Context: an optimization exercise on an open-source flow, tuned for small area, a short achievable clock period and few clock cycles per item. The choices shown serve that exercise and are no tape-out recipe.
At most, simulation tests tie the RTL to the original design; equivalence was not proved.
Function not checked in runs 3 and 4: the RTL went through the layout flow alone.
Power and IR drop assume default switching activity.

==> design.v <==
module link_parser #(
    parameter CTR_W = 32
) (
    input  wire             clk,
    input  wire             rst,           
    input  wire             in_valid,
    input  wire [7:0]       in_data,
    output wire             in_ready,
    output wire             out_valid,
    input  wire             out_ready,
    output wire [7:0]       out_data,
    output wire             out_last,
    output reg  [CTR_W-1:0] err_framing,
    output reg  [CTR_W-1:0] err_length,
    output reg  [CTR_W-1:0] err_crc
);
    localparam [7:0] START   = 8'hAA;
    localparam [7:0] VERSION = 8'h01;
    localparam [7:0] STOP    = 8'h55;
    localparam [7:0] MAX_LEN = 8'd240;
    localparam integer N = 245;
    localparam [2:0] S_WAIT     = 3'd0,
                     S_HDR0     = 3'd1,
                     S_HDR1     = 3'd2,
                     S_HDR2     = 3'd3,
                     S_HDR3     = 3'd4,
                     S_PAYLOAD  = 3'd5,
                     S_CHECKSUM = 3'd6,
                     S_END      = 3'd7;
    reg       in_rdy;
    reg       ir_v;
    reg [7:0] ir_d;
    assign in_ready = in_rdy;
    always @(posedge clk) begin
        ir_d <= in_data;
        if (rst) ir_v <= 1'b0;
        else     ir_v <= in_valid && in_rdy;
    end
    reg [2:0] stage;
    reg [7:0] crc;
    reg [7:0] rem;                 
    reg [7:0] crc_next;
    integer k;
    always @(*) begin
        crc_next = ((stage == S_HDR0) ? 8'h00 : crc) ^ ir_d;
        for (k = 0; k < 8; k = k + 1)
            crc_next = crc_next[7] ? ((crc_next << 1) ^ 8'h31) : (crc_next << 1);
    end
    wire p_wait = ir_v && stage == S_WAIT;
    wire p_hdr0 = ir_v && stage == S_HDR0;
    wire p_hdr3 = ir_v && stage == S_HDR3;
    wire p_pay  = ir_v && stage == S_PAYLOAD;
    wire p_chk  = ir_v && stage == S_CHECKSUM;
    wire p_end  = ir_v && stage == S_END;
    wire len_bad = ir_d > MAX_LEN;
    wire crc_ok  = ir_d == crc;
    wire stop_ok = ir_d == STOP;
    wire wr_en  = ir_v && (stage == S_HDR1 || stage == S_HDR2 ||
                           stage == S_HDR3 || stage == S_PAYLOAD);
    wire commit = p_end && stop_ok;
    wire abort  = (p_hdr3 && len_bad) || (p_chk && !crc_ok) || (p_end && !stop_ok);
    reg ev_fram, ev_len, ev_crc;
    always @(posedge clk) begin
        if (rst) begin
            stage   <= S_WAIT;
            ev_fram <= 1'b0;
            ev_len  <= 1'b0;
            ev_crc  <= 1'b0;
        end else begin
            ev_len  <= p_hdr3 && len_bad;
            ev_crc  <= p_chk && !crc_ok;
            ev_fram <= p_end && !stop_ok;
            if (ir_v) begin
                case (stage)
                    S_WAIT:     if (ir_d == START) stage <= S_HDR0;
                    S_HDR0:     stage <= (ir_d == VERSION) ? S_HDR1 : S_WAIT;
                    S_HDR1:     stage <= S_HDR2;
                    S_HDR2:     stage <= S_HDR3;
                    S_HDR3:     stage <= len_bad ? S_WAIT :
                                         (ir_d == 8'd0) ? S_CHECKSUM : S_PAYLOAD;
                    S_PAYLOAD:  if (rem == 8'd1) stage <= S_CHECKSUM;
                    S_CHECKSUM: stage <= crc_ok ? S_END : S_WAIT;
                    default:    stage <= S_WAIT;
                endcase
            end
        end
    end
    always @(posedge clk) begin
        if (ir_v && stage != S_CHECKSUM && stage != S_END && stage != S_WAIT)
            crc <= crc_next;
        if (p_hdr3)
            rem <= ir_d;
        else if (p_pay)
            rem <= rem - 1'b1;
    end
    always @(posedge clk) begin
        if (rst) begin
            err_framing <= {CTR_W{1'b0}};
            err_length  <= {CTR_W{1'b0}};
            err_crc     <= {CTR_W{1'b0}};
        end else begin
            if (ev_fram) err_framing <= err_framing + 1'b1;
            if (ev_len)  err_length  <= err_length + 1'b1;
            if (ev_crc)  err_crc     <= err_crc + 1'b1;
        end
    end
    reg [7:0] wp, cp, rp;
    reg [7:0] cnt;                 
    reg [7:0] cc;                  
    reg       rd;                  
    reg [7:0] mem [0:N-1];
    always @(posedge clk)
        if (wr_en)
            mem[wp] <= ir_d;
    wire [7:0] wp_inc = (wp == N - 1) ? 8'd0 : wp + 1'b1;
    wire [7:0] rp_inc = (rp == N - 1) ? 8'd0 : rp + 1'b1;
    reg       p_v, o0_v, o1_v;
    reg [7:0] p_d, o0_d, o1_d;
    reg       o0_l, o1_l;
    reg [1:0] rs;                  
    reg [7:0] rrem;
    wire      p_last = (rs == 2'd2 && p_d == 8'd0) || (rs == 2'd3 && rrem == 8'd1);
    wire pop = o0_v && out_ready;
    wire mv  = p_v && !(o1_v && !pop);       
    wire [7:0] cnt_nx = abort  ? cc - rd : cnt + wr_en - rd;
    wire [7:0] cc_nx  = commit ? cnt - rd : cc - rd;
    wire [1:0] t_now  = {1'b0, p_v} + {1'b0, o0_v} + {1'b0, o1_v};
    wire [1:0] t_nx   = t_now + rd - pop;
    wire       rd_nx  = (cc_nx != 8'd0) && (t_nx != 2'd3);
    always @(posedge clk) begin
        if (rst) begin
            wp     <= 8'd0;
            cp     <= 8'd0;
            rp     <= 8'd0;
            cnt    <= 8'd0;
            cc     <= 8'd0;
            rd     <= 1'b0;
            in_rdy <= 1'b0;
            rs     <= 2'd0;
            p_v    <= 1'b0;
            o0_v   <= 1'b0;
            o1_v   <= 1'b0;
        end else begin
            cnt    <= cnt_nx;
            cc     <= cc_nx;
            rd     <= rd_nx;
            in_rdy <= cnt_nx <= N - 2;
            if (abort)      wp <= cp;
            else if (wr_en) wp <= wp_inc;
            if (commit)     cp <= wp;
            if (rd)         rp <= rp_inc;
            if (rd)         p_v <= 1'b1;
            else if (mv)    p_v <= 1'b0;
            if (mv) begin
                case (rs)
                    2'd0: rs <= 2'd1;
                    2'd1: rs <= 2'd2;
                    2'd2: rs <= (p_d == 8'd0) ? 2'd0 : 2'd3;
                    default: if (rrem == 8'd1) rs <= 2'd0;
                endcase
            end
            if (pop) begin
                o0_v <= o1_v || mv;
                o1_v <= o1_v && mv;
            end else if (mv) begin
                if (o0_v) o1_v <= 1'b1;
                else      o0_v <= 1'b1;
            end
        end
        if (rd)
            p_d <= mem[rp];
        if (mv) begin
            if (rs == 2'd2) rrem <= p_d;
            else            rrem <= rrem - 1'b1;
        end
        if (pop) begin
            if (o1_v) begin
                o0_d <= o1_d; o0_l <= o1_l;
                o1_d <= p_d;  o1_l <= p_last;
            end else begin
                o0_d <= p_d;  o0_l <= p_last;
            end
        end else if (mv) begin
            if (o0_v) begin o1_d <= p_d; o1_l <= p_last; end
            else      begin o0_d <= p_d; o0_l <= p_last; end
        end
    end
    assign out_valid = o0_v;
    assign out_data  = o0_d;
    assign out_last  = o0_l;
endmodule
==> run.sh <==
#!/bin/bash
# synth_recipe.tcl (not shown) runs the flow's synth.tcl, then flattens the netlist and writes it again
# the make line also repeats each setting of config.mk as NAME=value (left out here)
make -C /OpenROAD-flow-scripts/flow DESIGN_CONFIG=/design/flow/config.mk WORK_HOME=/design/flow/orfs CLKGATE_MAP_FILE= SYNTH_SCRIPT=/design/flow/synth_recipe.tcl finish
==> config.mk <==
export PLATFORM = sky130hd
export DESIGN_NAME = link_parser
export DESIGN_NICKNAME = link_parser
export VERILOG_FILES = /design/flow/design.v
export SDC_FILE = /design/flow/constraint.sdc
export NUM_CORES = 4
export LEC_CHECK = 0
export CAP_MARGIN = 20
export CORE_MARGIN = 2
export CORE_UTILIZATION = 40
export PLACE_DENSITY = 0.6
export SLEW_MARGIN = 20
==> constraint.sdc <==
create_clock -name core_clock -period 9.0 [get_ports {clk}]
set_input_delay 1.8000 -clock core_clock [delete_from_list [all_inputs] [get_ports {clk}]]
set_output_delay 1.8000 -clock core_clock [all_outputs]
set_load 0.01 [all_outputs]
==> reports/results.tsv, run 1 <==
metric	value	unit
ios	119	
track_usage	20.1	%
clock_power_share	36.6	%
dieArea	218000	um^2
ant_nets	0	
cts_buffers	215	
synth_cells	4531	
p_sw_share	26.2	%
path_delay_family	compound AO/OA/AOI/OAI gates	
path_buf_inv	3	
hold_viol_final	0	
dp.cells	7314	
fin_skew	67.3	ps
finalSetupViolations	0	
core_region_area	214000	um^2
drive_above_1_share	19.6	%
status	complete, no violations	
vias	44191	
synth-seq-area-share	73.9	%
grt_pass1_vias	43651	
drt_pass1_iterations	6	
cp_num_cells	9	
fmax	0.228	GHz
fin_crit_sh	48.8	%
path_class	flip-flop to flip-flop	
syn-cell-area	85900	um^2
postPlaceCellArea	90000	um^2
final_cell_mix	2010 x edfxtp_1, 498 x mux4_2, 409 x nor2_1, 215 x clkbuf_16, 192 x nand2_1	
grt_setup_unrepaired	false	
tightest_slew	1250	ps
hold_class	flip-flop to flip-flop	
cp.required	9710	ps
holdPathStages	2	
synth_edf_count	2010	
setup_tns	0	ps
p_leak	29.4	nW
grt_pass1_wl	318000	um
grt_max_degree	211	
cts_repair_resize_count	0	
cts_setup_buffers	0	
r2r_start	rp[1]	
synthMuxAreaShare	14.7	%
yosysWarnings	1	
cts.htree.levels	4	
r2r_end	p_d[5]	
ys_seq_elements	2168	
power_frac_comb	17.0	%
net-switching-power	0.00639	W
initial_core_util	40.1	%
viasPerCell	5.73	
min-delay-start	cp[6]	
cpPeakStageDelay	1010	ps
worst_path_max_delay_cell	nor3_1	
total_power	0.0243	W
layout_commonest_cell	edfxtp_1	
finalInstanceArea	97100	um^2
synth_simple_gate_area_share	4.57	%
grt_overflow_total	0	
synth_xor_area_share	1.54	%
die_h	467	um
synth.distinct_cells	73	
post_drt_wl_per_cell	28.7	um
antenna_found_initial	14	
rows	170	
synth_nets	4576	
synthAdderAreaFrac	0.498	%
layout.cells.non_filler	7718	
area_growth	13.0	%
synth_top_family_by_area	multiplexers	
tritoncts	yes	
crit_fanout	85	
clock_path_buffers	3	
clockRootBuffer	clkbuf_16	
crit_arrival	5100	ps
internal_power	0.0180	W
io_buffer_count	118	
crit_chain	buf_12 -> inv_1 -> nor3_1 -> buf_4 -> a221oi_1 -> a31oi_1 -> o21ai_0 -> a311o_1 -> o221ai_1	
worstSetupStartpointType	flip-flop	
drcViolationCount	0	
cts_num_sinks	2168	
seq_power_share	46.4	%
setup_ws	4610	ps
pwr_density_cell	251	nW/um^2
die-width	467	um
slew_headroom	16.6	%
gp_congestion	0.855	
vdd_drop_max	0.203	mV
holdBufCountCts	0	
synthArstFlopShare	0	%
rr_worst_depth	9	
synth_area_per_cell	19.0	um^2
cap_violations	0	
end_kind	flip-flop	
period_minus_slack	4390	ps
clk_latency	890	ps
reg2reg_slack	4610	ps
slew_viol_final	0	
nets	4741	
pre_cts_slack	4720	ps
wirelength	221000	um
ys.flop_type	edfxtp_1	
drt-initial-drc-count	5611	
clkTransAtPathRegs	60	ps
hpwlAfterDp	136000	um
synth_compound_area_share	2.93	%
worstHoldEndpoint	cp[6]	
state kept, by name, indices dropped and copies added, names as in the netlist, 32 cells and up:
| register | cells |
|---|---|
| err_framing | 32 |
| err_crc | 32 |
| err_length | 32 |
| mem | 1960 |
metal layers:
metal | GRT usage, % | share of wire (%)
met5 | 0 | 0.012
met2 | 31.2 | 47
met4 | 6.75 | 3.2
met1 | 28.5 | 42
met3 | 4.06 | 8.3
area by class of cell:
| cell class | instances | area, um^2 |
|---|---|---|
| clock inverter | 136 | 1400 |
| multi-input combinational | 2073 | 20900 |
| inverter | 44 | 170 |
| fill | 18032 | 117000 |
| clock buffer | 262 | 5580 |
| timing repair buffer | 194 | 1920 |
| tap | 2838 | 3550 |
| antenna | 3 | 7.51 |
| sequential | 2168 | 63600 |
kinds of logic (layout without fill, tap and decap cells):
kind of cell             Yosys count  after routing
XOR/XNOR                         151            151
AND/OR/NAND/NOR                  876            876
multiplexers                     635            635
other                              0              3
AO/OA/AOI/OAI                    378            378
buffers and inverters            290            636
flip-flops                      2168           2168
adder cells (fa/ha/maj)           33             33
cells in the mapped netlist (16+ instances only):
cell	n	area [um^2]
edfxtp_1	2010	60400
mux4_2	498	11200
nor2_1	410	1540
nand2_1	192	721
dfxtp_1	158	3160
clkbuf_1	115	432
mux2i_1	96	961
xor2_1	86	753
a21oi_1	83	415
nand3_1	76	380
o21ai_0	70	350
xnor2_1	65	569
buf_2	55	275
a22oi_1	49	368
inv_1	42	158
mux2_2	41	462
nand4_1	32	200
ha_1	31	388
buf_6	30	338
buf_4	29	218
a211oi_1	25	188
and3_1	25	156
nor3_1	25	125
or3_1	25	156
a221oi_1	23	201
o22ai_1	23	144
a31oi_1	22	138
a22o_1	19	166
nor2b_1	17	106
o221ai_1	16	140
through the flow:
step,util [%],hold slack [ps]
CTS,45.3,458
global route,45.4,480
floorplan,-,436
detailed placement,42.1,450
finish,45.4,455
global placement,42.1,442
worst register-to-register path: stages (launching register included):
cell      delay, ps
dfxtp_4         820
buf_12          570
inv_1           180
nor3_1         1010
buf_4           340
a221oi_1         90
a31oi_1         260
o21ai_0         390
a311o_1         480
o221ai_1         80
power groups by stage:
stage	clock [W]	sequential (W)	combinational, W
finish	0.00891	0.0113	0.00414
global route	0.00944	0.0113	0.00439
floorplan	0	0.0115	0.00303
detailed placement	0	0.0115	0.00417
CTS	0.00905	0.0113	0.00419
global placement	0	0.0115	0.00416
worst max-delay path by stage:
stage / start / endpoint / slack [ps]
2_1_floorplan: ir_d[2] / cnt[2] / 3710
3_3_place_gp: rp[0] / p_d[2] / 4350
3_5_place_dp: stage[1] / mem[181][2] / 4720
4_1_cts: rp[1] / p_d[2] / 4700
5_1_grt: stage[1] / mem[149][0] / 4440
6_report: rp[1] / p_d[5] / 4610
Testbench counts, summed over its fixed seeds: cycles 16,396, bytes 15,426.
==> run 2: changes to the inputs <==
--- a/config.mk
+++ b/config.mk
@@ -10,3 +10,4 @@
 export CORE_UTILIZATION = 40
 export PLACE_DENSITY = 0.6
+export SETUP_SLACK_MARGIN = 5
 export SLEW_MARGIN = 20
==> reports/results.tsv, run 2 <==
metric	value	unit
drt-initial-drc-count	5278	
ios	119	
hold_viol_final	0	
fmax	0.246	GHz
fin_skew	51.3	ps
cap_violations	0	
ys_seq_elements	2168	
end_kind	flip-flop	
syn-cell-area	85900	um^2
crit_fanout	44	
vdd_drop_max	0.181	mV
setup_ws	4930	ps
synthArstFlopShare	0	%
io_buffer_count	118	
synth_cells	4531	
synth.largest_area_cell	edfxtp_1	
synth_area_per_cell	19.0	um^2
gp_congestion	0.901	
largest_register_ffs	1960	
cp.required	9630	ps
finalSetupViolations	0	
viasPerCell	5.77	
crit_arrival	4700	ps
grt_pass1_vias	44143	
n_fill_cell	17971	
worstSetupStartpointType	flip-flop	
multi_input_area	21200	um^2
status	complete, no violations	
drive_above_1_share	22.5	%
die_h	467	um
layout_commonest_cell	edfxtp_1	
synth-seq-area-share	73.9	%
post_drt_wl_per_cell	29.3	um
slew_viol_final	0	
clk_latency	900	ps
nets	4749	
initial_core_util	40.1	%
grt_max_degree	233	
clockRootBuffer	clkbuf_16	
holdBufCountCts	0	
synth_nets	4576	
synth_most_common_cell	edfxtp_1	
slew_headroom	16.3	%
drt_pass1_iterations	6	
hold_class	flip-flop to flip-flop	
worst_path_max_delay_cell	a2111oi_0	
synthTopCellsByArea	edfxtp_1 70%, mux4_2 13%, dfxtp_1 3.7%, nor2_1 1.8%, mux2i_1 1.1%	
cts_buffers	215	
final_cell_mix	2010 x edfxtp_1, 498 x mux4_2, 314 x nor2_1, 215 x clkbuf_16, 190 x nand2_1	
seqCellArea	63600	um^2
tightest_slew	1250	ps
rows	170	
largest-register	mem	
cts.htree.levels	4	
wirelength	226000	um
setup_tns	0	ps
track_usage	20.5	%
grt_pass1_wl	324000	um
vias	44626	
path_class	flip-flop to flip-flop	
synth_common_cells	2010 x edfxtp_1, 498 x mux4_2, 410 x nor2_1, 192 x nand2_1, 158 x dfxtp_1	
yosysWarnings	1	
tritoncts	yes	
pwr_density_cell	252	nW/um^2
yosysTopAreaCellShare	70.3	%
period_minus_slack	4070	ps
clkTransAtPathRegs	60	ps
cts_num_sinks	2168	
die-width	467	um
area_growth	13.9	%
ys.flop_type	edfxtp_1	
core_region_area	214000	um^2
dieArea	218000	um^2
hpwlAfterDp	137000	um
drcViolationCount	0	
antenna_found_initial	11	
p_leak	29.6	nW
clock_path_buffers	3	
synth_edf_count	2010	
grt_setup_unrepaired	true	
synth.distinct_cells	73	
ant_nets	0	
grt_overflow_total	0	
cpPeakStageDelay	800	ps
pre_cts_slack	4150	ps
fin_crit_sh	45.2	%
crit_chain	buf_4 -> inv_8 -> buf_12 -> mux2i_1 -> nor2_1 -> a2111oi_0 -> o21ai_0 -> o311ai_1 -> o21bai_1	
-- run 2: cell counts after synthesis --
No cell type changed its count.
-- run 2: kinds of logic (layout without fill, tap and decap cells) --
group           count (synthesis)  count (layout)  share of synthesized area [%]
fa+ha+maj                      33              33                          0.498
xor+xnor                      151             151                           1.54
simple gates                  876             876                           4.57
compound gates                378             378                           2.93
other cells                     0               3                              0
buf+inv                       290             646                           1.81
mux                           635             635                           14.7
flops                        2168            2168                           73.9
-- run 2: routing by layer --
layer | vias to the layer above | global-route usage, % | part of all wire [%]
met4 | 6 | 7.10 | 3.2
met3 | 389 | 4.53 | 8.6
met1 | 23584 | 28.9 | 42
li1 | 18634 | - | -
met5 | - | 0.351 | 0.059
met2 | 2013 | 31.6 | 46
-- run 2: worst paths after layout --
path,start,to,slack [ps],cells after the start
setup reg to reg,rp[3],p_d[2],4930,9
hold / removal,cp[5],cp[5],460,2
hold reg to reg,cp[5],cp[5],460,2
setup / recovery,rp[3],p_d[2],4930,9
-- run 2: power breakdown --
| group | internal [W] | switching, W |
|---|---|---|
| Combinational | 0.00192 | 0.00230 |
| Clock | 0.00524 | 0.00394 |
| Sequential | 0.0111 | 0.000196 |
-- run 2: what timing repair did --
action / 4_1_cts / 5_1_grt
gates cloned: 2 / 0
buffers inserted: 6 / 1
endpoints found under the setup margin: 1806 / 958
resized for setup: 124 / 10
hold endpoints to repair: 0 / 0
-- run 2: layout make-up --
class | count | share of cell area (%)
antenna | 3 | 0.00767
timing repair inverter | 1 | 0.00511
sequential | 2168 | 64.9
timing repair buffer | 201 | 2.17
inverter | 44 | 0.180
multi-input combinational | 2073 | 21.7
clock buffer | 261 | 5.73
clock inverter | 139 | 1.65
tap | 2838 | 3.63
-- run 2: critical path, delay by kind of cell, from the launching register on --
family                 cells  cell delay [ps]
AOI/OAI and AO/OA          4             1460
buffers and inverters      3             1200
DFF                        1              670
muxes                      1              230
and+or+nand+nor            1              100
-- run 2: through the flow --
stage               area [um^2]  power, W  util [%]  hold slack (ps)  cells
global route              97900    0.0255      45.7              481   7726
finish                    97900    0.0247      45.7              457   7728
floorplan                 85900    0.0145         -              436   4531
global placement          90000    0.0157      42.1              442   7313
CTS                       97700    0.0249      45.7              462   7721
detailed placement        90000    0.0157      42.1              450   7313
==> run 3: changes to the inputs <==
--- a/design.v
+++ b/design.v
@@ -56,6 +56,6 @@
     wire crc_ok  = ir_d == crc;
     wire stop_ok = ir_d == STOP;
-    wire wr_en  = ir_v && (stage == S_HDR1 || stage == S_HDR2 ||
-                           stage == S_HDR3 || stage == S_PAYLOAD);
+    reg  st_store;
+    wire wr_en  = ir_v && st_store;
     wire commit = p_end && stop_ok;
     wire abort  = (p_hdr3 && len_bad) || (p_chk && !crc_ok) || (p_end && !stop_ok);
@@ -64,4 +64,5 @@
         if (rst) begin
             stage   <= S_WAIT;
+            st_store <= 1'b0;
             ev_fram <= 1'b0;
             ev_len  <= 1'b0;
@@ -83,4 +84,12 @@
                     default:    stage <= S_WAIT;
                 endcase
+                case (stage)
+                    S_HDR0:     st_store <= (ir_d == VERSION);
+                    S_HDR1:     st_store <= 1'b1;
+                    S_HDR2:     st_store <= 1'b1;
+                    S_HDR3:     st_store <= !len_bad && (ir_d != 8'd0);
+                    S_PAYLOAD:  st_store <= (rem != 8'd1);
+                    default:    st_store <= 1'b0;
+                endcase
             end
         end
@@ -124,4 +133,5 @@
     wire mv  = p_v && !(o1_v && !pop);       
     wire [7:0] cnt_nx = abort  ? cc - rd : cnt + wr_en - rd;
+    wire [7:0] cnt_wr = cnt + wr_en - rd;
     wire [7:0] cc_nx  = commit ? cnt - rd : cc - rd;
     wire [1:0] t_now  = {1'b0, p_v} + {1'b0, o0_v} + {1'b0, o1_v};
@@ -145,5 +155,5 @@
             cc     <= cc_nx;
             rd     <= rd_nx;
-            in_rdy <= cnt_nx <= N - 2;
+            in_rdy <= cnt_wr <= N - 2;   
             if (abort)      wp <= cp;
             else if (wr_en) wp <= wp_inc;
==> flow/run.sh (new file) <==
#!/bin/bash
set -euo pipefail
bash standard.sh SETUP_SLACK_MARGIN=6 finish > flow_make.log 2>&1
==> standard.sh (new file) <==
#!/bin/bash
# synth_recipe.tcl (not shown) runs the flow's synth.tcl, then flattens the netlist and writes it again
# the make line also repeats each setting of config.mk as NAME=value (left out here)
make -C /OpenROAD-flow-scripts/flow DESIGN_CONFIG=/design/flow/config.mk WORK_HOME=/design/flow/orfs CLKGATE_MAP_FILE= SYNTH_SCRIPT=/design/flow/synth_recipe.tcl "${@:-finish}"
removed: run.sh
==> reports/results.tsv, run 3 <==
metric	value	unit
synth_most_common_cell	edfxtp_1	
die-width	467	um
synth_top_family_by_area	multiplexers	
setup_tns	0	ps
grt_setup_unrepaired	true	
cts_num_sinks	2169	
cts.htree.levels	4	
vdd_drop_max	0.224	mV
post_drt_wl_per_cell	29.9	um
grt_pass1_vias	46257	
end_kind	flip-flop	
fmax	0.308	GHz
cp.required	9490	ps
synthMuxAreaShare	13.4	%
worstSetupStartpointType	flip-flop	
drive_above_1_share	33.1	%
vias	47480	
yosysTopAreaCellShare	70.4	%
crit_chain	nor2b_1 -> nand2_1 -> nor2_1	
holdBufCountCts	0	
n_fill_cell	17430	
grt_overflow_total	0	
fin_skew	46.6	ps
rows	169	
grt_pass1_wl	341000	um
dp.cells	7372	
hold_viol_final	0	
p_leak	32.1	nW
period_minus_slack	3250	ps
synth-seq-area-share	74.1	%
clk_latency	900	ps
yosysWarnings	1	
core_region_area	213000	um^2
synth_common_cells	2010 x edfxtp_1, 443 x nor2_1, 437 x mux4_2, 173 x nand2_1, 159 x dfxtp_1	
die_h	467	um
synthArstFlopShare	0	%
viasPerCell	5.87	
slew_headroom	16.7	%
synth_cells	4620	
clkTransAtPathRegs	60	ps
hold_class	flip-flop to flip-flop	
slew_viol_final	0	
layout_commonest_cell	edfxtp_1	
drcViolationCount	0	
wirelength	242000	um
finalSetupViolations	0	
initial_core_util	40.3	%
layout.cells.non_filler	8093	
whs	495	ps
drt-initial-drc-count	6346	
fin_crit_sh	36.1	%
area_growth	20.1	%
io_buffer_count	118	
largest-register	mem	
dieArea	218000	um^2
finalInstanceArea	103000	um^2
crit_fanout	16	
postPlaceCellArea	89800	um^2
tightest_slew	1250	ps
ys.flop_type	edfxtp_1	
synthAdderAreaFrac	0.543	%
status	complete, no violations	
pwr_density_cell	253	nW/um^2
clockRootBuffer	clkbuf_16	
hpwlAfterDp	129000	um
synth_simple_gate_area_share	4.44	%
antenna_found_initial	7	
nets	5139	
final_cell_mix	2010 x edfxtp_1, 437 x mux4_2, 266 x buf_4, 261 x nor2_1, 226 x clkbuf_16	
ios	119	
worst_path_max_delay_cell	nor2_1	
track_usage	21.7	%
synthTopCellsByArea	edfxtp_1 70%, mux4_2 11%, dfxtp_1 3.7%, nor2_1 1.9%, mux2i_1 1.6%	
synth_nets	4668	
synth.largest_area_cell	edfxtp_1	
crit_arrival	3740	ps
synth.distinct_cells	78	
ant_nets	0	
drt_pass1_iterations	11	
synth_xor_area_share	1.58	%
synth_edf_count	2010	
cts_buffers	216	
path_class	flip-flop to flip-flop	
grt_max_degree	247	
tritoncts	yes	
synth_area_per_cell	18.6	um^2
cpPeakStageDelay	870	ps
synth_compound_area_share	4.01	%
largest_register_ffs	1960	
clock_path_buffers	3	
syn-cell-area	85700	um^2
ys_seq_elements	2169	
cap_violations	0	
gp_congestion	0.828	
## run 3: cell count changes after synthesis, moves of 15 or more
cell | previous run | this run
mux2i_1 | 96 | 139
a221oi_1 | 23 | 38
nor2_1 | 410 | 443
mux2_2 | 41 | 23
a22o_1 | 19 | 42
a22oi_1 | 49 | 79
mux4_2 | 498 | 437
nand2_1 | 192 | 173
## run 3: repair_timing
item | in CTS | in global routing
buffers inserted | 216 | 62
hold endpoints to repair | 0 | 0
setup endpoints to repair | 1526 | 941
gates cloned | 35 | 8
pin swaps | 42 | 31
gates resized for setup | 1099 | 158
## run 3: layout make-up
type                    count  area, um^2  share of cell area, %
diodes                      1        2.50                0.00243
flip-flops and latches   2169       63800                   61.9
inverters                  44         176                  0.171
clock buffers             268        5700                   5.53
multi-input cells        2143       22400                   21.8
repair buffers            517        6330                   6.15
clock inverters           130        1030                   1.00
well taps                2821        3530                   3.43
## run 3: final timing paths
path / endpoint / start / cells past startpoint / slack [ps]
setup / recovery: mem[89][3] / wp[6] / 3 / 5750
hold / removal: wp[5] / cp[5] / 2 / 500
setup reg to reg: mem[89][3] / wp[6] / 3 / 5750
hold reg to reg: wp[5] / cp[5] / 2 / 500
## run 3: worst max-delay path: cells and delay by family (launching register included)
family / cells / cell delay (ps)
AND/OR/NAND/NOR: 3 / 2080
flip-flops: 1 / 770
## run 3: power breakdown
| part | leakage [nW] | total, W | switching, W | internal (W) |
|---|---|---|---|---|
| Combinational | 9.39 | 0.00619 | 0.00308 | 0.00311 |
| Sequential | 19.4 | 0.0112 | 0.000134 | 0.0111 |
| Clock | 3.28 | 0.00862 | 0.00391 | 0.00471 |
## run 3: kinds of logic (layout without fill, tap and decap cells)
kind of cell    after synthesis  in the layout
flops                      2169           2169
simple gates                864            864
mux                         599            599
compound gates              489            489
buf+inv                     308            959
xor+xnor                    155            155
fa+ha+maj                    36             36
other cells                   0              1
## run 3: per-stage QoR
| step | total power [W] | setup WS, ps | util, % |
|---|---|---|---|
| 3_5_place_dp | 0.0159 | 4120 | 42.3 |
| 4_1_cts | 0.0258 | 5690 | 47.8 |
| 5_1_grt | 0.0268 | 5700 | 48.5 |
| 2_1_floorplan | 0.0148 | 5630 | - |
| 3_3_place_gp | 0.0158 | 4060 | 42.2 |
| 6_report | 0.0261 | 5750 | 48.5 |
## run 3: per-layer routing
metal  part of all wire [%]  GRT usage, %
met1                     41          31.0
met2                     46          33.0
met3                    9.9          4.86
met4                    3.0          7.37
met5                 0.0095             0
==> run 4: changes to the inputs <==
==> run.sh (new file) <==
#!/bin/bash
# synth_recipe.tcl (not shown) runs the flow's synth.tcl, then flattens the netlist and writes it again
# the make line also repeats each setting of config.mk as NAME=value (left out here)
make -C /OpenROAD-flow-scripts/flow DESIGN_CONFIG=/design/flow/config.mk WORK_HOME=/design/flow/orfs CLKGATE_MAP_FILE= SYNTH_SCRIPT=/design/flow/synth_recipe.tcl finish
removed: flow/run.sh
removed: standard.sh
==> reports/results.tsv, run 4 <==
metric	value	unit
ys.flop_type	edfxtp_1	
nets	4832	
antenna_found_initial	7	
met2_length	102000	um
cap_violations	0	
fmax	0.248	GHz
post_drt_wl_per_cell	28.2	um
cts_num_sinks	2169	
r2r_start	rp[1]	
setup_tns	0	ps
ys_seq_elements	2169	
pwr_density_cell	256	nW/um^2
cts.htree.levels	4	
die_h	467	um
synthArstFlopShare	0	%
topRoutingLayerUsed	met5	
tritoncts	yes	
synth_common_cells	2010 x edfxtp_1, 443 x nor2_1, 437 x mux4_2, 173 x nand2_1, 159 x dfxtp_1	
path_class	flip-flop to flip-flop	
wl_met3	17600	um
slew_viol_final	0	
clk_latency	880	ps
crit_fanout	96	
hpwlAfterDp	127000	um
syn-cell-area	85700	um^2
pre_cts_slack	4360	ps
worstSetupStartpointType	flip-flop	
core_region_area	213000	um^2
fin_skew	58.6	ps
gp_congestion	0.827	
drt-met1-wl	94100	um
largest_register_ffs	1960	
grt_setup_unrepaired	false	
synthTopCellsByArea	edfxtp_1 70%, mux4_2 11%, dfxtp_1 3.7%, nor2_1 1.9%, mux2i_1 1.6%	
ios	119	
yosysWarnings	1	
rows	169	
synth_nets	4668	
io_buffer_count	118	
crit_end	p_d[2]	
wirelength	220000	um
area_growth	13.5	%
synth.largest_area_cell	edfxtp_1	
grt_pass1_vias	44224	
period_minus_slack	4040	ps
grt_max_degree	208	
setup_ws	4960	ps
largest-register	mem	
synth_most_common_cell	edfxtp_1	
synth-seq-area-share	74.1	%
synth_area_per_cell	18.6	um^2
crit_arrival	4610	ps
dp.cells	7371	
drive_above_1_share	18.2	%
slew_headroom	21.2	%
holdBufCountCts	0	
clkTransAtPathRegs	60	ps
track_usage	19.9	%
viasPerCell	5.74	
dieArea	218000	um^2
clockRootBuffer	clkbuf_16	
final_cell_mix	2010 x edfxtp_1, 441 x nor2_1, 437 x mux4_2, 220 x clkbuf_16, 173 x nand2_1	
rr_worst_depth	7	
hold_viol_final	0	
layout_commonest_cell	edfxtp_1	
reg2reg_slack	4960	ps
worstSetupStartpoint	rp[1]	
drcViolationCount	0	
end_kind	flip-flop	
initial_core_util	40.3	%
synth.distinct_cells	78	
drt_pass1_iterations	6	
drt-initial-drc-count	4798	
grt_pass1_wl	316000	um
cp.required	9570	ps
finalSetupViolations	0	
clock_path_buffers	3	
layout.cells.non_filler	7794	
vdd_drop_max	0.231	mV
cts_buffers	217	
r2r_end	p_d[2]	
grt_overflow_total	0	
fin_crit_sh	44.9	%
die-width	467	um
synth_cells	4620	
hold_class	flip-flop to flip-flop	
p_leak	29.5	nW
vias	44746	
ant_nets	0	
yosysTopAreaCellShare	70.4	%
synth_edf_count	2010	
status	complete, no violations	
tightest_slew	1180	ps
run 4: cell counts after synthesis:
Identical to the previous run, type by type.
run 4: area by class of cell:
cell class              count  area [um^2]
repair buffers            208         2190
diodes                      2         5.00
multi-input cells        2144        20600
flip-flops and latches   2169        63600
well taps                2821         3530
clock buffers             266         5660
clock inverters           140         1520
fillers                 17894       115000
inverters                  44          165
run 4: critical path, stage by stage, from the launching register on:
cell	delay (ps)
dfxtp_4	730
buf_12	480
mux4_2	410
a22o_1	270
a211oi_1	520
a2111oi_0	250
o31ai_1	690
o31ai_1	150
run 4: logic make-up after synthesis:
group	after synthesis	share of synthesized area, %
AND/OR/NAND/NOR	864	4.44
multiplexers	599	13.4
adder cells (fa/ha/maj)	36	0.543
flip-flops	2169	74.1
AO/OA/AOI/OAI	489	4.01
buffers and inverters	308	1.90
XOR/XNOR	155	1.58
run 4: routing by layer:
metal / track usage (%) / up-vias
li1: - / 18936
met1: 28.8 / 23700
met2: 30.6 / 1785
met3: 3.76 / 323
met4: 6.11 / 2
met5: 0 / -
run 4: metrics by stage:
step | utilization [%] | hold slack [ps] | power [W] | instance area (um^2)
after CTS | 45.7 | 492 | 0.0250 | 97200
after global routing | 45.8 | 524 | 0.0257 | 97300
final | 45.8 | 484 | 0.0249 | 97300
after floorplan | - | 458 | 0.0148 | 85700
after detailed placement | 42.3 | 484 | 0.0158 | 89800
after global placement | 42.2 | 468 | 0.0158 | 89800
run 4: worst min-delay path by stage:
stage,start,slack (ps),cells after the start,endpoint
finish,err_framing[31],480,2,err_framing[31]
global route,cp[6],520,2,cp[6]
CTS,err_framing[31],490,2,err_framing[31]
detailed placement,err_framing[31],480,2,err_framing[31]
global placement,err_framing[31],470,2,err_framing[31]
floorplan,p_d[3],460,0,o1_d[3]
run 4: repair_timing:
action,4_1_cts,5_1_grt
resized for setup,10,5
gates cloned,2,3
pin swaps,1,1
setup endpoints to repair,136,222
buffers inserted,5,5
run 4: where the power goes:
part | internal, W | switching [W] | leakage (nW)
Combinational | 0.00210 | 0.00237 | 6.66
Sequential | 0.0111 | 0.000176 | 19.4
Clock | 0.00518 | 0.00392 | 3.48
Total | 0.0184 | 0.00646 | 29.5
==> run 5: changes to the inputs <==
--- a/design.v
+++ b/design.v
@@ -114,60 +114,123 @@
         end
     end
-    reg [7:0] wp, cp, rp;
-    reg [7:0] cnt;                 
-    reg [7:0] cc;                  
-    reg       rd;                  
-    reg [7:0] mem [0:N-1];
+    localparam integer R = 256;
+    localparam integer D = 12;     
+    reg  [7:0]     T;
+    reg  [7:0]     last;           
+    reg  [8*R-1:0] ring;           
+    wire [7:0] vq = ~T;            
+    reg        ractive;            
+    reg  [7:0] rq;                 
+    reg  [7:0] rtap;               
+    reg  [1:0] rs;                 
+    reg  [7:0] rrem;               
+    reg        room;               
+    reg        in_att;             
+    reg  [7:0] s_cur;              
+    reg        cpend;              
+    reg  [7:0] qm [0:D-1];
+    reg  [3:0] qh, qt;
+    reg  [4:0] qn;
+    reg  [8:0] wb0, wb1;
+    reg  [1:0] wbn;
+    wire       live    = ractive || in_att || (qn != 5'd0);
+    wire [7:0] span    = rq - last;
+    wire [7:0] ahead   = rq - vq;
+    wire       vq_busy = live && (ahead <= span);
+    wire       next_ok = (vq == last - 1'b1);    
+    wire       p_st  = wr_en && !abort;
+    wire       c_v   = (wbn != 2'd0) || p_st;
+    wire [8:0] c     = (wbn != 2'd0) ? wb0 : {stage == S_HDR1, ir_d};
+    wire       wr    = c_v && !vq_busy && (c[8] || next_ok);
+    wire       pop_w = wr && (wbn != 2'd0);
+    wire       psh_w = p_st && !(wr && wbn == 2'd0);
+    wire [1:0] wbn_nx = abort ? 2'd0 : wbn + psh_w - pop_w;
+    wire       t_start = wr && c[8];             
+    wire       push_q  = (commit && wbn_nx == 2'd0) || (cpend && wbn == 2'd0);
+    wire [7:0] tail = ring[8*R-1 -: 8];
+    wire [7:0] inj  = wr ? c[7:0] : tail;
     always @(posedge clk)
-        if (wr_en)
-            mem[wp] <= ir_d;
-    wire [7:0] wp_inc = (wp == N - 1) ? 8'd0 : wp + 1'b1;
-    wire [7:0] rp_inc = (rp == N - 1) ? 8'd0 : rp + 1'b1;
+        ring <= {ring[8*R-9:0], inj};
+    wire [7:0] slot = ring[8*rtap +: 8];
+    wire       over = ractive && rs == 2'd3 && rrem == 8'd0;
+    wire       cap  = ractive && !over && room;      
     reg       p_v, o0_v, o1_v;
     reg [7:0] p_d, o0_d, o1_d;
-    reg       o0_l, o1_l;
-    reg [1:0] rs;                  
-    reg [7:0] rrem;
-    wire      p_last = (rs == 2'd2 && p_d == 8'd0) || (rs == 2'd3 && rrem == 8'd1);
+    reg       p_len, p_l, o0_l, o1_l;
+    wire      p_last = p_len ? (p_d == 8'd0) : p_l;
     wire pop = o0_v && out_ready;
     wire mv  = p_v && !(o1_v && !pop);       
-    wire [7:0] cnt_nx = abort  ? cc - rd : cnt + wr_en - rd;
-    wire [7:0] cnt_wr = cnt + wr_en - rd;
-    wire [7:0] cc_nx  = commit ? cnt - rd : cc - rd;
-    wire [1:0] t_now  = {1'b0, p_v} + {1'b0, o0_v} + {1'b0, o1_v};
-    wire [1:0] t_nx   = t_now + rd - pop;
-    wire       rd_nx  = (cc_nx != 8'd0) && (t_nx != 2'd3);
+    wire [1:0] t_now = {1'b0, p_v} + {1'b0, o0_v} + {1'b0, o1_v};
+    wire [1:0] t_nx  = t_now + cap - pop;
+    wire [7:0] qhead = qm[qh];
+    wire       jump  = (!ractive || over) && qn != 5'd0;
+    reg  [7:0] rq_nx;
+    always @(*) begin
+        if (ractive && !over)
+            rq_nx = cap ? rq - 1'b1 : rq;
+        else if (qn != 5'd0)
+            rq_nx = qhead;
+        else if (in_att)
+            rq_nx = s_cur;
+        else
+            rq_nx = t_start ? vq : last;
+    end
+    integer i;
     always @(posedge clk) begin
         if (rst) begin
-            wp     <= 8'd0;
-            cp     <= 8'd0;
-            rp     <= 8'd0;
-            cnt    <= 8'd0;
-            cc     <= 8'd0;
-            rd     <= 1'b0;
-            in_rdy <= 1'b0;
-            rs     <= 2'd0;
-            p_v    <= 1'b0;
-            o0_v   <= 1'b0;
-            o1_v   <= 1'b0;
+            T       <= 8'd0;
+            last    <= 8'd0;
+            ractive <= 1'b0;
+            rq      <= 8'hFF;
+            rtap    <= 8'h00;
+            rs      <= 2'd0;
+            room    <= 1'b0;
+            in_att  <= 1'b0;
+            cpend   <= 1'b0;
+            wbn     <= 2'd0;
+            qh      <= 4'd0;
+            qt      <= 4'd0;
+            qn      <= 5'd0;
+            in_rdy  <= 1'b0;
+            p_v     <= 1'b0;
+            o0_v    <= 1'b0;
+            o1_v    <= 1'b0;
         end else begin
-            cnt    <= cnt_nx;
-            cc     <= cc_nx;
-            rd     <= rd_nx;
-            in_rdy <= cnt_wr <= N - 2;   
-            if (abort)      wp <= cp;
-            else if (wr_en) wp <= wp_inc;
-            if (commit)     cp <= wp;
-            if (rd)         rp <= rp_inc;
-            if (rd)         p_v <= 1'b1;
-            else if (mv)    p_v <= 1'b0;
-            if (mv) begin
+            T      <= T + 1'b1;
+            if (wr) last <= vq;
+            in_rdy <= wbn_nx == 2'd0 && !(cpend && !push_q) &&
+                      !(commit && !push_q) && qn <= D - 2;
+            room   <= t_nx != 2'd3;
+            wbn    <= wbn_nx;
+            if (commit && !push_q) cpend <= 1'b1;
+            else if (push_q)       cpend <= 1'b0;
+            if (t_start) begin
+                in_att <= 1'b1;
+                s_cur  <= vq;
+            end else if (push_q || abort) begin
+                in_att <= 1'b0;
+            end
+            if (push_q)
+                qt <= (qt == D - 1) ? 4'd0 : qt + 1'b1;
+            if (jump)
+                qh <= (qh == D - 1) ? 4'd0 : qh + 1'b1;
+            qn <= qn + push_q - jump;
+            rq   <= rq_nx;
+            rtap <= rq_nx + T + 1'b1;
+            if (jump) begin
+                ractive <= 1'b1;
+                rs      <= 2'd0;
+            end else if (over) begin
+                ractive <= 1'b0;
+            end else if (cap) begin
                 case (rs)
                     2'd0: rs <= 2'd1;
                     2'd1: rs <= 2'd2;
-                    2'd2: rs <= (p_d == 8'd0) ? 2'd0 : 2'd3;
-                    default: if (rrem == 8'd1) rs <= 2'd0;
+                    2'd2: rs <= 2'd3;
+                    default: ;
                 endcase
             end
+            if (cap)     p_v <= 1'b1;
+            else if (mv) p_v <= 1'b0;
             if (pop) begin
                 o0_v <= o1_v || mv;
@@ -178,9 +241,15 @@
             end
         end
-        if (rd)
-            p_d <= mem[rp];
-        if (mv) begin
-            if (rs == 2'd2) rrem <= p_d;
-            else            rrem <= rrem - 1'b1;
+        if (push_q)
+            qm[qt] <= s_cur;
+        if (pop_w) wb0 <= (wbn == 2'd2) ? wb1 : {stage == S_HDR1, ir_d};
+        else if (psh_w && wbn == 2'd0) wb0 <= {stage == S_HDR1, ir_d};
+        if (psh_w && (wbn - pop_w) == 2'd1) wb1 <= {stage == S_HDR1, ir_d};
+        if (cap) begin
+            if (rs == 2'd2)      rrem <= slot;
+            else if (rs == 2'd3) rrem <= rrem - 1'b1;
+            p_d   <= slot;
+            p_len <= rs == 2'd2;
+            p_l   <= rs == 2'd3 && rrem == 8'd1;
         end
         if (pop) begin
==> flow/run.sh (new file) <==
#!/bin/bash
set -euo pipefail
bash standard.sh SETUP_SLACK_MARGIN=6 finish > flow_make.log 2>&1
==> standard.sh (new file) <==
#!/bin/bash
# synth_recipe.tcl (not shown) runs the flow's synth.tcl, then flattens the netlist and writes it again
# the make line also repeats each setting of config.mk as NAME=value (left out here)
make -C /OpenROAD-flow-scripts/flow DESIGN_CONFIG=/design/flow/config.mk WORK_HOME=/design/flow/orfs CLKGATE_MAP_FILE= SYNTH_SCRIPT=/design/flow/synth_recipe.tcl "${@:-finish}"
removed: run.sh
==> reports/results.tsv, run 5 <==
metric	value	unit
vdd_drop_max	0.223	mV
yosysTopAreaCellShare	59.9	%
antenna_found_initial	3	
viasPerCell	5.11	
drt_pass1_iterations	7	
path_buf_inv	4	
min-delay-start	ring[1712]	
grt_pass1_vias	42837	
cts.htree.levels	4	
whs	291	ps
path_class	flip-flop to flip-flop	
layout_commonest_cell	dfxtp_1	
fmax	0.186	GHz
end_kind	flip-flop	
synth.largest_area_cell	dfxtp_1	
cpMostUsedCell	nor2_1	
period_minus_slack	5370	ps
fin_crit_sh	59.7	%
ys.flop_type	dfxtp_1	
ios	119	
clock_path_buffers	3	
final_util	49.2	%
ant_nets	0	
clkTransAtPathRegs	70	ps
setup_tns	0	ps
holdBufCountCts	0	
synth_most_common_cell	dfxtp_1	
yosysWarnings	1	
grt_pass1_wl	267000	um
nets	5495	
synthArstFlopShare	0	%
drcViolationCount	0	
hold_class	flip-flop to flip-flop	
p_leak	33.7	nW
synth_area_per_cell	14.9	um^2
worst_path_max_delay_cell	a2111oi_0	
pwr_density_cell	303	nW/um^2
finalSetupViolations	0	
cts_num_sinks	2395	
clockRootBuffer	clkbuf_16	
synthTopCellsByArea	dfxtp_1 60%, mux4_2 15%, edfxtp_1 7.0%, mux2i_1 2.2%, nand2_1 1.2%	
clk_latency	860	ps
largest_register_ffs	2048	
cpPeakStageDelay	450	ps
crit_fanout	9	
grt_max_degree	83	
drt-initial-drc-count	2547	
grt_setup_unrepaired	true	
cts_buffers	223	
crit_arrival	6050	ps
hold_viol_final	0	
grt_overflow_total	0	
tritoncts	yes	
vias	41320	
slew_viol_final	0	
multi_input_area	24200	um^2
r2r_start	last[0]	
die-width	435	um
syn-cell-area	74200	um^2
status	complete, no violations	
tightest_slew	937	ps
cap_violations	0	
largest-register	ring	
path_delay_family	compound AO/OA/AOI/OAI gates	
worstSetupStartpoint	last[0]	
fin_skew	72.3	ps
drive_above_1_share	30.4	%
wirelength	174000	um
synth-seq-area-share	66.9	%
ys_seq_elements	2395	
hpwlAfterDp	99600	um
seqCellArea	50000	um^2
synth_cells	4974	
die_h	435	um
gp_congestion	0.797	
synth_common_cells	2221 x dfxtp_1, 491 x mux4_2, 238 x nand2_1, 202 x nor2_1, 174 x edfxtp_1	
reg_top3	ring x2048, qm x96	
slew_headroom	37.3	%
track_usage	18.2	%
worstSetupStartpointType	flip-flop	
rows	158	
synth.distinct_cells	78	
n_fill_cell	15600	
synth_edf_count	174	
dp.cells	7389	
final_cell_mix	2106 x dfxtp_1, 491 x mux4_2, 228 x clkbuf_16, 227 x buf_4, 226 x nand2_1	
dieArea	189000	um^2
io_buffer_count	118	
cp.required	9680	ps
core_region_area	185000	um^2
area_growth	22.5	%
layout.cells.non_filler	8090	
initial_core_util	40.2	%
diodes	0	
synth_nets	5053	
post_drt_wl_per_cell	21.5	um
[run 5: cell count changes in the layout (fill, tap and decap cells not counted), moves of 37 or more]
cell             before   now
edfxtp_1           2010   174
mux4_2              437   491
clkdlybuf4s50_1     117     9
clkbuf_8              2    47
dfxtp_2               1    66
buf_4                67   227
nand2_1             173   226
nor2_1              441   184
buf_6                 3   132
dfxtp_4              12    49
dfxtp_1             146  2106
clkinv_1             48     3
[run 5: kinds of logic after synthesis]
group | synth area share [%]
AOI/OAI and AO/OA | 4.22
xor gates and xnor gates | 2.03
adders and majority gates | 1.18
buffers and inverters | 2.27
DFF | 66.9
muxes | 18.0
and+or+nand+nor | 5.39
[run 5: power by group]
group	leakage [nW]	switching (W)	internal, W
Sequential	19.5	0.000131	0.0108
Clock	3.94	0.00416	0.00584
Combinational	10.2	0.00368	0.00286
Total	33.7	0.00797	0.0195
[run 5: cell type report]
class / instances / area share (%)
clock inverter: 111 / 1.73
tap: 2480 / 3.41
clock buffer: 308 / 7.07
sequential: 2395 / 54.9
timing repair buffer: 464 / 5.93
multi-input combinational: 2254 / 26.6
inverter: 78 / 0.352
[run 5: final timing paths]
kind              slack (ps)  cells after the start    endpoint
setup / recovery        3630                     26       qn[4]
hold reg to reg          290                      0  ring[1720]
hold / removal           290                      0  ring[1720]
setup reg to reg        3630                     26       qn[4]
[run 5: timing repair]
action	in CTS	in global routing
gates resized for setup	970	100
pin swaps	76	65
setup buffers	182	65
setup endpoints to repair	301	300
gates cloned	33	2
[run 5: metrics by stage]
| stage | total power, W | worst slack [ps] | instance area, um^2 |
|---|---|---|---|
| 6_report | 0.0275 | 3630 | 90900 |
| 2_1_floorplan | 0.0145 | 3800 | 74500 |
| 3_5_place_dp | 0.0160 | 3030 | 78000 |
| 3_3_place_gp | 0.0160 | 2970 | 78000 |
| 5_1_grt | 0.0285 | 3300 | 90900 |
| 4_1_cts | 0.0274 | 3680 | 90000 |
[run 5: worst reg2reg max path, cell delays in order (launching register included)]
cell and delay [ps]:
dfxtp_2 410, inv_1 80, ha_1 320, or3_1 380, a2111oi_0 450, o21ai_0 160
a211oi_1 390, o221a_2 340, o21ai_4 90, o21ai_2 170, ha_1 260, inv_2 70
ha_4 190, or3_4 350, o21ai_4 180, o21ai_4 110, ha_4 230, inv_2 60
ha_4 120, inv_2 30, fa_2 350, nor2_2 110, nor2_1 50, nor2_1 80
nor2_1 60, xor2_1 160, nor2_1 50
[run 5: metal layers]
metal / up-vias / track usage, % / share of wire, %
met2: 833 / 28.9 / 46
met4: 2 / 4.82 / 2.3
met5: - / 0 / 0.0069
met1: 21180 / 25.6 / 47
met3: 241 / 3.09 / 4.4
li1: 19064 / - / -
Testbench counts of run 5, summed over its fixed seeds: cycles 16,481, bytes 15,426.
==> run 6: changes to the inputs <==
==> run.sh (new file) <==
#!/bin/bash
# synth_recipe.tcl (not shown) runs the flow's synth.tcl, then flattens the netlist and writes it again
# the make line also repeats each setting of config.mk as NAME=value (left out here)
make -C /OpenROAD-flow-scripts/flow DESIGN_CONFIG=/design/flow/config.mk WORK_HOME=/design/flow/orfs CLKGATE_MAP_FILE= SYNTH_SCRIPT=/design/flow/synth_recipe.tcl finish
removed: flow/run.sh
removed: standard.sh
==> reports/results.tsv, run 6 <==
metric	value	unit
total_power	0.0258	W
reg_top3	ring x2048, qm x96	
synth_cells	4974	
synthMuxAreaShare	18.0	%
status	complete, no violations	
dieArea	189000	um^2
die_h	435	um
io_buffer_count	118	
synth_area_per_cell	14.9	um^2
slew_headroom	30.1	%
hold_viol_final	0	
ys.flop_type	dfxtp_1	
post_drt_wl_per_cell	20.7	um
drt-initial-drc-count	2498	
synthTopCellsByArea	dfxtp_1 60%, mux4_2 15%, edfxtp_1 7.0%, mux2i_1 2.2%, nand2_1 1.2%	
core_region_area	185000	um^2
synth_nets	5053	
grt_overflow_total	0	
final_cell_mix	2204 x dfxtp_1, 491 x mux4_2, 235 x nand2_1, 225 x clkbuf_16, 196 x nor2_1	
fin_crit_sh	59.0	%
drcViolationCount	0	
synth_compound_area_share	4.22	%
rows	158	
holdBufCountCts	0	
cts_buffers	223	
rr_worst_depth	35	
pwr_density_cell	298	nW/um^2
nets	5266	
cpPeakStageDelay	360	ps
postPlaceCellArea	77900	um^2
tightest_slew	1040	ps
crit_fanout	3	
fmax	0.188	GHz
grt_pass1_vias	41542	
synth_common_cells	2221 x dfxtp_1, 491 x mux4_2, 238 x nand2_1, 202 x nor2_1, 174 x edfxtp_1	
finalSetupViolations	0	
ios	119	
ant_nets	0	
synth.largest_area_cell	dfxtp_1	
synthArstFlopShare	0	%
vdd_drop_max	0.247	mV
largest_register_ffs	2048	
yosysTopAreaCellShare	59.9	%
hpwlAfterDp	101000	um
synth-seq-area-share	66.9	%
wirelength	163000	um
grt_pass1_wl	254000	um
setup_tns	0	ps
vias	39657	
synth_most_common_cell	dfxtp_1	
clockRootBuffer	clkbuf_16	
dp.cells	7397	
multi_input_area	23300	um^2
track_usage	17.1	%
clkTransAtPathRegs	70	ps
layout.cells.non_filler	7864	
period_minus_slack	5310	ps
cap_violations	0	
synth.distinct_cells	78	
cts_num_sinks	2395	
antenna_found_initial	2	
path_class	flip-flop to flip-flop	
cpMostUsedCell	nor2_1	
synth_edf_count	174	
gp_congestion	0.796	
seqCellArea	49700	um^2
crit_arrival	5990	ps
finalInstanceArea	86600	um^2
viasPerCell	5.04	
worst_path_max_delay_cell	dfxtp_4	
synth_simple_gate_area_share	5.39	%
layout_commonest_cell	dfxtp_1	
grt_max_degree	111	
clk_latency	860	ps
hold_class	flip-flop to flip-flop	
largest-register	ring	
area_growth	16.7	%
syn-cell-area	74200	um^2
tritoncts	yes	
end_kind	flip-flop	
n_fill_cell	15979	
holdPathStages	0	
ys_seq_elements	2395	
cts.htree.levels	4	
synthAdderAreaFrac	1.18	%
drive_above_1_share	21.3	%
p_leak	31.4	nW
drt_pass1_iterations	6	
slew_viol_final	0	
worstSetupStartpointType	flip-flop	
die-width	435	um
yosysWarnings	1	
synth_xor_area_share	2.03	%
clock_path_buffers	3	
synth_top_family_by_area	multiplexers	
initial_core_util	40.2	%
fin_skew	79.0	ps
cp.required	9680	ps
grt_setup_unrepaired	true	
## run 6: cell counts after synthesis
Identical to the previous run, type by type.
## run 6: worst max-delay path, delay by kind of cell (launching register included)
kind            cells  cell delay, ps
xor+xnor            2             250
fa+ha+maj           8            1900
flops               1             360
simple gates       11            1200
buf+inv             6             350
compound gates      8            1090
## run 6: kinds of logic (layout without fill, tap and decap cells)
group | Yosys count | count (layout)
xor+xnor | 172 | 172
mux | 709 | 709
simple gates | 830 | 830
buf+inv | 326 | 734
compound gates | 475 | 475
other cells | 0 | 2
fa+ha+maj | 67 | 67
flops | 2395 | 2395
## run 6: layout make-up
| type | count | share of cell area, % |
|---|---|---|
| well taps | 2480 | 3.58 |
| repair buffers | 236 | 2.70 |
| clock buffers | 321 | 7.42 |
| multi-input cells | 2253 | 26.9 |
| diodes | 2 | 0.00578 |
| clock inverters | 99 | 1.58 |
| flip-flops and latches | 2395 | 57.4 |
| inverters | 78 | 0.358 |
## run 6: final timing paths
kind / to / slack [ps] / start
worst max-delay path: qn[4] / 3690 / T[0]
worst max register to register: qn[4] / 3690 / T[0]
worst min-delay path: ring[1888] / 300 / ring[1880]
worst min register to register: ring[1888] / 300 / ring[1880]
## run 6: timing repair
item,in CTS,in global routing
endpoints found under the setup margin,132,146
pin swaps,52,29
cloned,1,1
gates resized for setup,100,24
setup buffers,28,15
## run 6: per-stage QoR
stage	worst slack (ps)	hold slack (ps)	utilization, %
global route	3380	303	46.9
CTS	3680	297	46.7
finish	3690	295	46.9
global placement	3150	326	42.2
floorplan	3800	323	-
detailed placement	3210	328	42.2
## run 6: power breakdown
group          switching, W  internal (W)  total (W)  leakage, nW
Sequential         0.000200        0.0109     0.0111         19.5
Clock               0.00412       0.00562    0.00974         3.80
Combinational       0.00312       0.00193    0.00505         8.17
Total               0.00744        0.0184     0.0258         31.4
## run 6: layer usage
metal | vias to the layer above | GRT usage, % | part of all wire [%]
met2 | 699 | 27.4 | 47
met3 | 228 | 2.74 | 4.1
met5 | - | 0 | 0
li1 | 18580 | - | -
met1 | 20150 | 24.1 | 47
met4 | 0 | 4.63 | 2.2
==> run 7: changes to the inputs <==
--- a/design.v
+++ b/design.v
@@ -115,5 +115,5 @@
     end
     localparam integer R = 256;
-    localparam integer D = 12;     
+    localparam integer D = 8;     
     reg  [7:0]     T;
     reg  [7:0]     last;           
@@ -134,8 +134,7 @@
     reg  [8:0] wb0, wb1;
     reg  [1:0] wbn;
+    reg  [7:0] span;
     wire       live    = ractive || in_att || (qn != 5'd0);
-    wire [7:0] span    = rq - last;
-    wire [7:0] ahead   = rq - vq;
-    wire       vq_busy = live && (ahead <= span);
+    wire       vq_busy = live && (rtap == 8'hFF || rtap < span);
     wire       next_ok = (vq == last - 1'b1);    
     wire       p_st  = wr_en && !abort;
@@ -147,5 +146,6 @@
     wire [1:0] wbn_nx = abort ? 2'd0 : wbn + psh_w - pop_w;
     wire       t_start = wr && c[8];             
-    wire       push_q  = (commit && wbn_nx == 2'd0) || (cpend && wbn == 2'd0);
+    wire       push_q  = cpend && wbn == 2'd0;   
+    wire       cpend_nx = commit || (cpend && !push_q);
     wire [7:0] tail = ring[8*R-1 -: 8];
     wire [7:0] inj  = wr ? c[7:0] : tail;
@@ -183,5 +183,6 @@
             ractive <= 1'b0;
             rq      <= 8'hFF;
-            rtap    <= 8'h00;
+            span    <= 8'hFF;
+            rtap    <= 8'hFF;
             rs      <= 2'd0;
             room    <= 1'b0;
@@ -199,10 +200,9 @@
             T      <= T + 1'b1;
             if (wr) last <= vq;
-            in_rdy <= wbn_nx == 2'd0 && !(cpend && !push_q) &&
-                      !(commit && !push_q) && qn <= D - 2;
+            in_rdy <= wbn_nx == 2'd0 && qn + push_q - jump + cpend_nx <= D - 1;
+            span   <= rq_nx - (wr ? vq : last);
             room   <= t_nx != 2'd3;
             wbn    <= wbn_nx;
-            if (commit && !push_q) cpend <= 1'b1;
-            else if (push_q)       cpend <= 1'b0;
+            cpend  <= cpend_nx;
             if (t_start) begin
                 in_att <= 1'b1;
==> flow/run.sh (new file) <==
#!/bin/bash
set -euo pipefail
bash standard.sh SETUP_SLACK_MARGIN=6 finish > flow_make.log 2>&1
==> standard.sh (new file) <==
#!/bin/bash
# synth_recipe.tcl (not shown) runs the flow's synth.tcl, then flattens the netlist and writes it again
# the make line also repeats each setting of config.mk as NAME=value (left out here)
make -C /OpenROAD-flow-scripts/flow DESIGN_CONFIG=/design/flow/config.mk WORK_HOME=/design/flow/orfs CLKGATE_MAP_FILE= SYNTH_SCRIPT=/design/flow/synth_recipe.tcl "${@:-finish}"
--- a/config.mk
+++ b/config.mk
@@ -9,4 +9,6 @@
 export CORE_MARGIN = 2
 export CORE_UTILIZATION = 40
+export CTS_CLUSTER_DIAMETER = 100
+export CTS_CLUSTER_SIZE = 30
 export PLACE_DENSITY = 0.6
 export SETUP_SLACK_MARGIN = 5
removed: run.sh
==> reports/results.tsv, run 7 <==
metric	value	unit
initial_core_util	40.3	%
hpwlAfterDp	96000	um
status	complete, no violations	
path_delay_family	simple AND/OR/NAND/NOR gates	
tritoncts	yes	
clkTransAtPathRegs	120	ps
path_buf_inv	1	
clock_path_buffers	3	
grt_pass1_vias	42240	
holdBufCountCts	0	
yosysWarnings	1	
yosysTopAreaCellShare	61.1	%
crit_chain	or4_4 -> o41ai_4 -> buf_6 -> nand2_2 -> nand3_2 -> nand2_1 -> ha_2 -> fa_2 -> a21oi_2 -> o21bai_4 -> xor2_4 -> nor2_1 -> nand3_1 -> nor2_2 -> nand2_1 -> ha_1 -> nand4b_1 -> nor4_2 -> nand3_1 -> nor4_1	
period_minus_slack	4180	ps
slew_headroom	34.3	%
end_kind	flip-flop	
cp.required	9670	ps
die_h	431	um
synth_nets	5224	
drive_above_1_share	24.4	%
fmax	0.239	GHz
cts_buffers	90	
drcViolationCount	0	
whs	338	ps
total_power	0.0227	W
r2r_start	rrem[5]	
synth.largest_area_cell	dfxtp_1	
reg_top3	ring x2048, qm x64	
cts_num_sinks	2370	
wirelength	177000	um
dieArea	186000	um^2
cts.htree.levels	3	
setup_tns	0	ps
tightest_slew	982	ps
ys_seq_elements	2370	
vdd_drop_max	0.200	mV
synth_area_per_cell	14.2	um^2
gp_congestion	0.802	
synth_common_cells	2228 x dfxtp_1, 402 x mux2i_1, 356 x mux4_2, 227 x nor2_1, 203 x nand2_1	
die-width	431	um
setup_ws	4820	ps
crit_arrival	4850	ps
clockRootBuffer	clkbuf_16	
largest-register	ring	
synth_most_common_cell	dfxtp_1	
viasPerCell	5.28	
io_buffer_count	118	
multi_input_area	24300	um^2
holdPathStages	0	
track_usage	18.5	%
layout_commonest_cell	dfxtp_1	
synthArstFlopShare	0	%
pre_cts_slack	4180	ps
hold_class	flip-flop to flip-flop	
antenna_found_initial	2	
drt-initial-drc-count	2930	
core_region_area	181000	um^2
synth-seq-area-share	66.9	%
nets	5549	
synth.distinct_cells	79	
rows	156	
slew_viol_final	0	
grt_setup_unrepaired	true	
fin_skew	39.6	ps
syn-cell-area	73000	um^2
drt_pass1_iterations	5	
n_fill_cell	15736	
pwr_density_cell	265	nW/um^2
r2r_end	in_rdy	
ant_nets	0	
worst_path_max_delay_cell	or4_4	
hold_viol_final	0	
rr_worst_depth	20	
finalSetupViolations	0	
grt_pass1_wl	265000	um
vias	41552	
clk_latency	760	ps
ios	119	
ys.flop_type	dfxtp_1	
path_class	flip-flop to flip-flop	
synth_cells	5147	
post_drt_wl_per_cell	22.4	um
cpPeakStageDelay	610	ps
final_cell_mix	2109 x dfxtp_1, 396 x mux2i_1, 356 x mux4_2, 238 x buf_4, 215 x nor2_1	
final_util	47.2	%
p_leak	33.1	nW
reg2reg_slack	4820	ps
fin_crit_sh	46.4	%
min-delay-start	ring[8]	
synth_edf_count	142	
crit_fanout	6	
grt_max_degree	76	
grt_overflow_total	0	
worstSetupStartpointType	flip-flop	
cap_violations	0	
synthTopCellsByArea	dfxtp_1 61%, mux4_2 11%, edfxtp_1 5.8%, mux2i_1 5.5%, nor2_1 1.2%	
seqCellArea	49100	um^2
area_growth	17.0	%
worstHoldEndpoint	ring[16]	
largest_register_ffs	2048	
run 7: timing repair:
| item | 4_1_cts | 5_1_grt |
|---|---|---|
| gates resized for setup | 998 | 133 |
| buffers inserted | 202 | 62 |
| gates cloned | 56 | 9 |
| pin swaps | 86 | 87 |
| endpoints found under the setup margin | 206 | 173 |
| hold endpoints to repair | 0 | 0 |
run 7: where the power goes:
| group | total, W | internal, W | switching (W) |
|---|---|---|---|
| Clock | 0.00504 | 0.00189 | 0.00315 |
| Combinational | 0.00685 | 0.00295 | 0.00390 |
| Sequential | 0.0108 | 0.0107 | 0.000118 |
run 7: cells by family after synthesis:
family	Yosys count	share of synthesized area, %
buffers and inverters	329	1.98
and+or+nand+nor	780	5.09
muxes	798	17.1
AOI/OAI and AO/OA	641	5.79
DFF	2370	66.9
xor gates and xnor gates	164	1.97
adders and majority gates	65	1.15
run 7: routing by layer:
layer	vias to the layer above	global-route usage, %	wire length [um]
met4	0	3.39	2950
met1	21241	26.5	82600
met3	153	2.90	8710
li1	19287	-	-
met2	871	29.8	82400
met5	-	0	0
run 7: worst register-to-register path: cells and delay by family, from the launching register on:
| kind | cells | cell delay [ps] |
|---|---|---|
| AND/OR/NAND/NOR | 12 | 1890 |
| adder cells (fa/ha/maj) | 3 | 830 |
| AO/OA/AOI/OAI | 3 | 560 |
| buffers and inverters | 1 | 190 |
| XOR/XNOR | 1 | 210 |
| flip-flops | 1 | 420 |
run 7: worst max path at each step:
stage | from | to | slack [ps] | depth (start not counted)
floorplan | rrem[3] | in_rdy | 4930 | 20
global placement | rrem[3] | in_rdy | 4230 | 19
detailed placement | rrem[3] | in_rdy | 4180 | 17
CTS | rrem[5] | in_rdy | 4900 | 17
global route | rrem[5] | in_rdy | 4600 | 20
finish | rrem[5] | in_rdy | 4820 | 20
run 7: cell type report:
cell class | instances | area share (%)
diodes | 3 | 0.00878
clock buffers | 110 | 2.75
clock inverters | 10 | 0.162
inverters | 61 | 0.318
multi-input cells | 2454 | 28.4
flip-flops and latches | 2370 | 57.5
well taps | 2370 | 3.47
repair buffers | 495 | 7.45
run 7: through the flow:
step                instances  area, um^2
floorplan                5147       73300
global placement         7421       76700
detailed placement       7421       76700
CTS                      7799       84100
global route             7870       85500
finish                   7873       85500
Testbench counts of run 7, summed over its fixed seeds: cycles 16,576, bytes 15,426.

==> static timing again, ports no longer ideal <==
Ports are ideal in the flow. The routed layouts listed here were re-timed in OpenROAD.
Step 1 assumes that a clkbuf_16 drives the clock port and a buf_2 every other input.
Step 2 times the ports against the registers' clock, not the clock port: input delays grow and output delays shrink by t, the midpoint of the rising clock arrivals with the driver on.
Slacks: ideal ports / drivers / drivers and shift; pairs: ideal ports / drivers.
run	shift t [ns]	setup slack, ns	worst hold slack (ns)	worst slew at a driven data input, ns	pins driven straight from the clock port
run 1	0.945	4.606 / 4.606 / 4.606	0.455 / 0.455 / 0.455	0.21	1
run 2	0.954	4.932 / 4.932 / 4.808	0.457 / 0.457 / 0.457	0.28	1
run 3	0.969	5.751 / 5.739 / 5.277	0.495 / 0.495 / 0.495	0.32	1
run 4	0.930	4.960 / 4.960 / 4.858	0.484 / 0.484 / 0.484	0.08	1
run 5	0.907	3.630 / 3.630 / 3.630	0.291 / 0.291 / 0.291	0.07	1
run 6	0.906	3.693 / 3.693 / 3.693	0.295 / 0.295 / 0.295	0.06	1
run 7	0.825	4.821 / 4.821 / 4.821	0.338 / 0.338 / 0.338	0.05	1
After both steps every run listed still meets setup and hold. For run 3, which loses most, drivers alone change the setup slack by -0.012 ns; drivers and shift together by -0.474 ns.
